What follows belongs to an exercise in optimizing a design on an open flow for small area; a production flow would make more cautious choices. In this exercise RTL edits were held to simulation tests only and were not proved equivalent to the original. Power and IR drop assume default switching activity.

## run 1
// solar16_core
module solar16_core (
    input  wire        clk,
    input  wire        rst,           
    input  wire [16:0] prog_len,      
    output wire        imem_req,
    output wire [15:0] imem_addr,
    input  wire        imem_ack,
    input  wire [31:0] imem_rdata,
    output wire        dmem_req,
    output wire        dmem_we,
    output wire [15:0] dmem_addr,
    output wire [7:0]  dmem_wdata,
    input  wire        dmem_ack,
    input  wire [7:0]  dmem_rdata,
    output wire        in_req,
    input  wire        in_ack,
    input  wire        in_eof,
    input  wire [20:0] in_char,
    output wire        out_valid,
    output wire [7:0]  out_data,
    output wire [1:0]  run_state,     
    output wire [2:0]  fault_cause,
    output wire [16:0] fault_pc,
    output wire [7:0]  fault_opcode,
    output wire [7:0]  fault_operand,
    output wire [16:0] pc_out,
    output wire        z_out,
    input  wire [3:0]  dbg_sel,
    output wire [15:0] dbg_reg
);
clock: 10.0 ns
lec_check: 0
cap_margin: 20
core_margin: 2
core_utilization: 55
cts_buf_list: sky130_fd_sc_hd__clkbuf_4
cts_cluster_diameter: 50
cts_cluster_size: 8
place_density: 0.7
slew_margin: 20
standard.sh (not shown) runs the stock make flow with config.mk's settings and CLKGATE_MAP_FILE= SYNTH_SCRIPT=/design/flow/synth_recipe.tcl, a recipe that flattens the netlist after the stock synthesis.
==> flow/flow/run.sh <==
#!/bin/bash
# Standard layout, with the port buffers made of the smallest buffer cell and
# the resizer kept to small signal buffers.
set -euo pipefail
T=$PWD/flow/small_bufs.tcl
bash standard.sh 'BUFFER_PORTS_ARGS=-buffer_cell sky130_fd_sc_hd__buf_1' \
  "PRE_FLOORPLAN_TCL=$T" "PRE_GLOBAL_PLACE_TCL=$T" "PRE_RESIZE_TCL=$T" \
  "PRE_REPAIR_TIMING_POST_PLACE_TCL=$T" "PRE_GLOBAL_ROUTE_TCL=$T" finish > flow_make.log 2>&1
==> flow/flow/small_bufs.tcl <==
# Keep the resizer's buffers small: signal buffers up to drive strength 2.
set_dont_use {sky130_fd_sc_hd__buf_4 sky130_fd_sc_hd__buf_6 sky130_fd_sc_hd__buf_8 sky130_fd_sc_hd__buf_12 sky130_fd_sc_hd__buf_16 sky130_fd_sc_hd__bufbuf_8 sky130_fd_sc_hd__bufbuf_16}
> inputs changed (run 1 -> run 2)
- swapping 8 for 24 in CTS_CLUSTER_SIZE
- swapping 50 for 110 in CTS_CLUSTER_DIAMETER
- clearing CTS_BUF_LIST, which used to be sky130_fd_sc_hd__clkbuf_4
- swapping 0.7 for 0.6 in PLACE_DENSITY
- swapping 55 for 40 in CORE_UTILIZATION
==> flow/flow/run.sh <==
#!/bin/bash
# Standard layout, with the port buffers made of the smallest buffer cell.
set -euo pipefail
bash standard.sh 'BUFFER_PORTS_ARGS=-buffer_cell sky130_fd_sc_hd__buf_1' finish > flow_make.log 2>&1
removed: flow/flow/small_bufs.tcl
## What came out
Fraction of standard cell area in multi-input logic: run 2 vs run 1 down 1.0 points. Re number of iterations in the first detailed-routing pass: run 2 is 3 up on run 1. Run 1 → run 2: layout buffer count excluding clock buffers rose by 3; combinational power rose by about 7%. Between run 1 and run 2, global-route usage decreased. Comparing run 1 and run 2, the higher total die area was measured on run 2.
[inputs] run 3 vs run 2
- CORE_UTILIZATION: 40 -> 55
- PLACE_DENSITY: 0.6 -> 0.7
Results
Relative to run 2, the number of stages on the worst setup path of run 3 is higher by about 8%.
Of run 2 and run 3, the higher clock period minus final worst setup slack belongs to run 2.
Summary of run 3 over run 2: peak supply drop lost 19%, initial antenna violation count neither gained nor lost much, final core utilization picked up an extra 16 points.
Of run 2 and run 3, run 2 shows the higher total power, with run 3 below it.
Depth of the worst register-to-register path ended up 2 higher on run 3 than on run 2.
Top routing layer in use: met5 -> run 2, met4 -> run 3
Run 2 -> run 3: xor and xnor area share after synthesis delta 0, exact match

---

## garnet
Starting RTL as in the previous note.
export LEC_CHECK = 0
export CAP_MARGIN = 20
export CORE_MARGIN = 2
export CORE_UTILIZATION = 55
export CTS_BUF_LIST = sky130_fd_sc_hd__clkbuf_4 sky130_fd_sc_hd__clkbuf_8
export CTS_CLUSTER_DIAMETER = 60
export CTS_CLUSTER_SIZE = 10
export PLACE_DENSITY = 0.7
export SLEW_MARGIN = 20
create_clock -name core_clock -period 10.0 [get_ports {clk}]
==> flow/flow/run.sh <==
#!/bin/bash
# Standard layout, with the port buffers made of the smallest buffer cell and
# the resizer kept to small signal buffers.
set -euo pipefail
T=$PWD/flow/small_bufs.tcl
bash standard.sh 'BUFFER_PORTS_ARGS=-buffer_cell sky130_fd_sc_hd__buf_1' \
  "PRE_FLOORPLAN_TCL=$T" "PRE_GLOBAL_PLACE_TCL=$T" "PRE_RESIZE_TCL=$T" \
  "PRE_REPAIR_TIMING_POST_PLACE_TCL=$T" "PRE_GLOBAL_ROUTE_TCL=$T" finish > flow_make.log 2>&1
==> flow/flow/small_bufs.tcl <==
# Keep the resizer's buffers small: signal buffers up to drive strength 2.
set_dont_use {sky130_fd_sc_hd__buf_4 sky130_fd_sc_hd__buf_6 sky130_fd_sc_hd__buf_8 sky130_fd_sc_hd__buf_12 sky130_fd_sc_hd__buf_16 sky130_fd_sc_hd__bufbuf_8 sky130_fd_sc_hd__bufbuf_16}
garnet has completed all stages; timing, DRC and antenna checks passed.
Changes in yarrow relative to garnet:
==> flow/flow/run.sh <==
#!/bin/bash
# Standard layout, with the port buffers made of the smallest buffer cell and
# non-critical cells downsized again after global routing.
set -euo pipefail
bash standard.sh 'BUFFER_PORTS_ARGS=-buffer_cell sky130_fd_sc_hd__buf_1' 'RECOVER_POWER=100' finish > flow_make.log 2>&1
--- a/flow/config.mk
+++ b/flow/config.mk
@@ -10,5 +10,4 @@
-export CORE_UTILIZATION = 55
-export CTS_BUF_LIST = sky130_fd_sc_hd__clkbuf_4 sky130_fd_sc_hd__clkbuf_8
-export CTS_CLUSTER_DIAMETER = 60
-export CTS_CLUSTER_SIZE = 10
-export PLACE_DENSITY = 0.7
+export CORE_UTILIZATION = 40
+export CTS_CLUSTER_DIAMETER = 110
+export CTS_CLUSTER_SIZE = 24
+export PLACE_DENSITY = 0.6
removed: flow/flow/small_bufs.tcl
## What came out
- Between garnet and yarrow, the net switching fraction of the power does not differ in any meaningful way.
- On part of the cycle the worst path needs, the higher figure sits with yarrow, not garnet.
- Comparing garnet and yarrow, the higher clock period minus worst slack is on yarrow.
- The total routed wire length on the met1 layer in yarrow sits about 8% above the value recorded for garnet.
- garnet -> yarrow: footprint of the multi-input gates decreased slightly
- On post-route total power, yarrow does better than garnet.
- The sole clean run among garnet and yarrow is garnet.
Input changes introduced in lagoon (baseline for comparison: yarrow):
==> flow/flow/run.sh <==
#!/bin/bash
# Standard layout, with the port buffers made of the smallest buffer cell and
# the resizer kept to small signal buffers.
set -euo pipefail
T=$PWD/flow/small_bufs.tcl
bash standard.sh 'BUFFER_PORTS_ARGS=-buffer_cell sky130_fd_sc_hd__buf_1' \
  "PRE_FLOORPLAN_TCL=$T" "PRE_GLOBAL_PLACE_TCL=$T" "PRE_RESIZE_TCL=$T" \
  "PRE_REPAIR_TIMING_POST_PLACE_TCL=$T" "PRE_GLOBAL_ROUTE_TCL=$T" finish > flow_make.log 2>&1
==> flow/flow/small_bufs.tcl (new file) <==
# Keep the resizer's buffers small: signal buffers up to drive strength 2.
set_dont_use {sky130_fd_sc_hd__buf_4 sky130_fd_sc_hd__buf_6 sky130_fd_sc_hd__buf_8 sky130_fd_sc_hd__buf_12 sky130_fd_sc_hd__buf_16 sky130_fd_sc_hd__bufbuf_8 sky130_fd_sc_hd__bufbuf_16}
--- a/flow/config.mk
+++ b/flow/config.mk
@@ -10 +10 @@
-export CORE_UTILIZATION = 40
+export CORE_UTILIZATION = 55
@@ -13 +13 @@
-export PLACE_DENSITY = 0.6
+export PLACE_DENSITY = 0.7
==> comparison <==
- lagoon | stages: all done | timing, DRC, antenna: all pass
- | setup slack | lagoon vs yarrow | 0.015 ns lower |
- yarrow was larger in final cell area than lagoon.
- Compared with yarrow, lagoon shows a critical path buffer and inverter count that is 1 lower.
[inputs] ember vs lagoon
--- a/flow/config.mk
+++ b/flow/config.mk
@@ -10 +10 @@
-export CORE_UTILIZATION = 55
+export CORE_UTILIZATION = 40
@@ -13 +13 @@
-export PLACE_DENSITY = 0.7
+export PLACE_DENSITY = 0.6
==> comparison <==
Measured against lagoon, the standard cell core area of ember comes out at 1.4 times the reference value. Taking ember over lagoon, the routed wire length on met2 ratio works out to 1.13. Status: power of the combinational group parity (ember, lagoon). Both conditions hold for ember: the flow ran to the end and the final layout passed the timing, DRC and antenna checks. Per the comparison of ember with lagoon, total instance count after detailed placement shows an increase of about 7%, via count shows a reduction of 1.5%, cell area shows an increase of 1.2%, non-clock buffer area fraction after layout shows no meaningful change. Combined global-route utilization of all metal layers for ember is lower than for lagoon. Switching power total, lagoon and ember: higher on ember. Diff lagoon -> ember | area growth from synthesis to layout | increase of 1.3 points. The higher met1 usage came out of lagoon.

==> separate check: timing with driven ports <==
The results above use ideal ports. As a check the final layouts listed here were re-extracted and re-timed, cells and wires unchanged. Step 1, drivers: a clkbuf_16 drives clk and a buf_2 each remaining input, both assumed. Step 2 also shifts input and output timing later by t, the mid clock arrival at the registers, as if the neighbouring blocks saw the same clock. a / b / c = ideal ports / drivers / drivers and shift; a / b = the first two.
run | t, ns | slack for setup (ns) | hold WS [ns] | slew at the worst register clock pin (ns) | worst data-port slew with drivers (ns)
run 1 | 0.714 | 0.357 / 0.357 / 0.357 | 0.337 / 0.337 / 0.337 | 0.10 / 0.10 | 0.10
run 2 | 0.559 | 0.406 / 0.406 / 0.406 | 0.343 / 0.343 / 0.343 | 0.10 / 0.10 | 0.05
run 3 | 0.537 | 0.415 / 0.415 / 0.415 | 0.336 / 0.336 / 0.336 | 0.10 / 0.10 | 0.08
garnet | 0.592 | 0.460 / 0.460 / 0.460 | 0.339 / 0.339 / 0.339 | 0.08 / 0.08 | 0.09
yarrow | 0.557 | 0.425 / 0.425 / 0.425 | 0.340 / 0.340 / 0.340 | 0.10 / 0.10 | 0.05
lagoon | 0.548 | 0.410 / 0.410 / 0.410 | 0.344 / 0.344 / 0.344 | 0.11 / 0.11 | 0.09
ember | 0.555 | 0.472 / 0.472 / 0.472 | 0.342 / 0.342 / 0.342 | 0.10 / 0.10 | 0.05
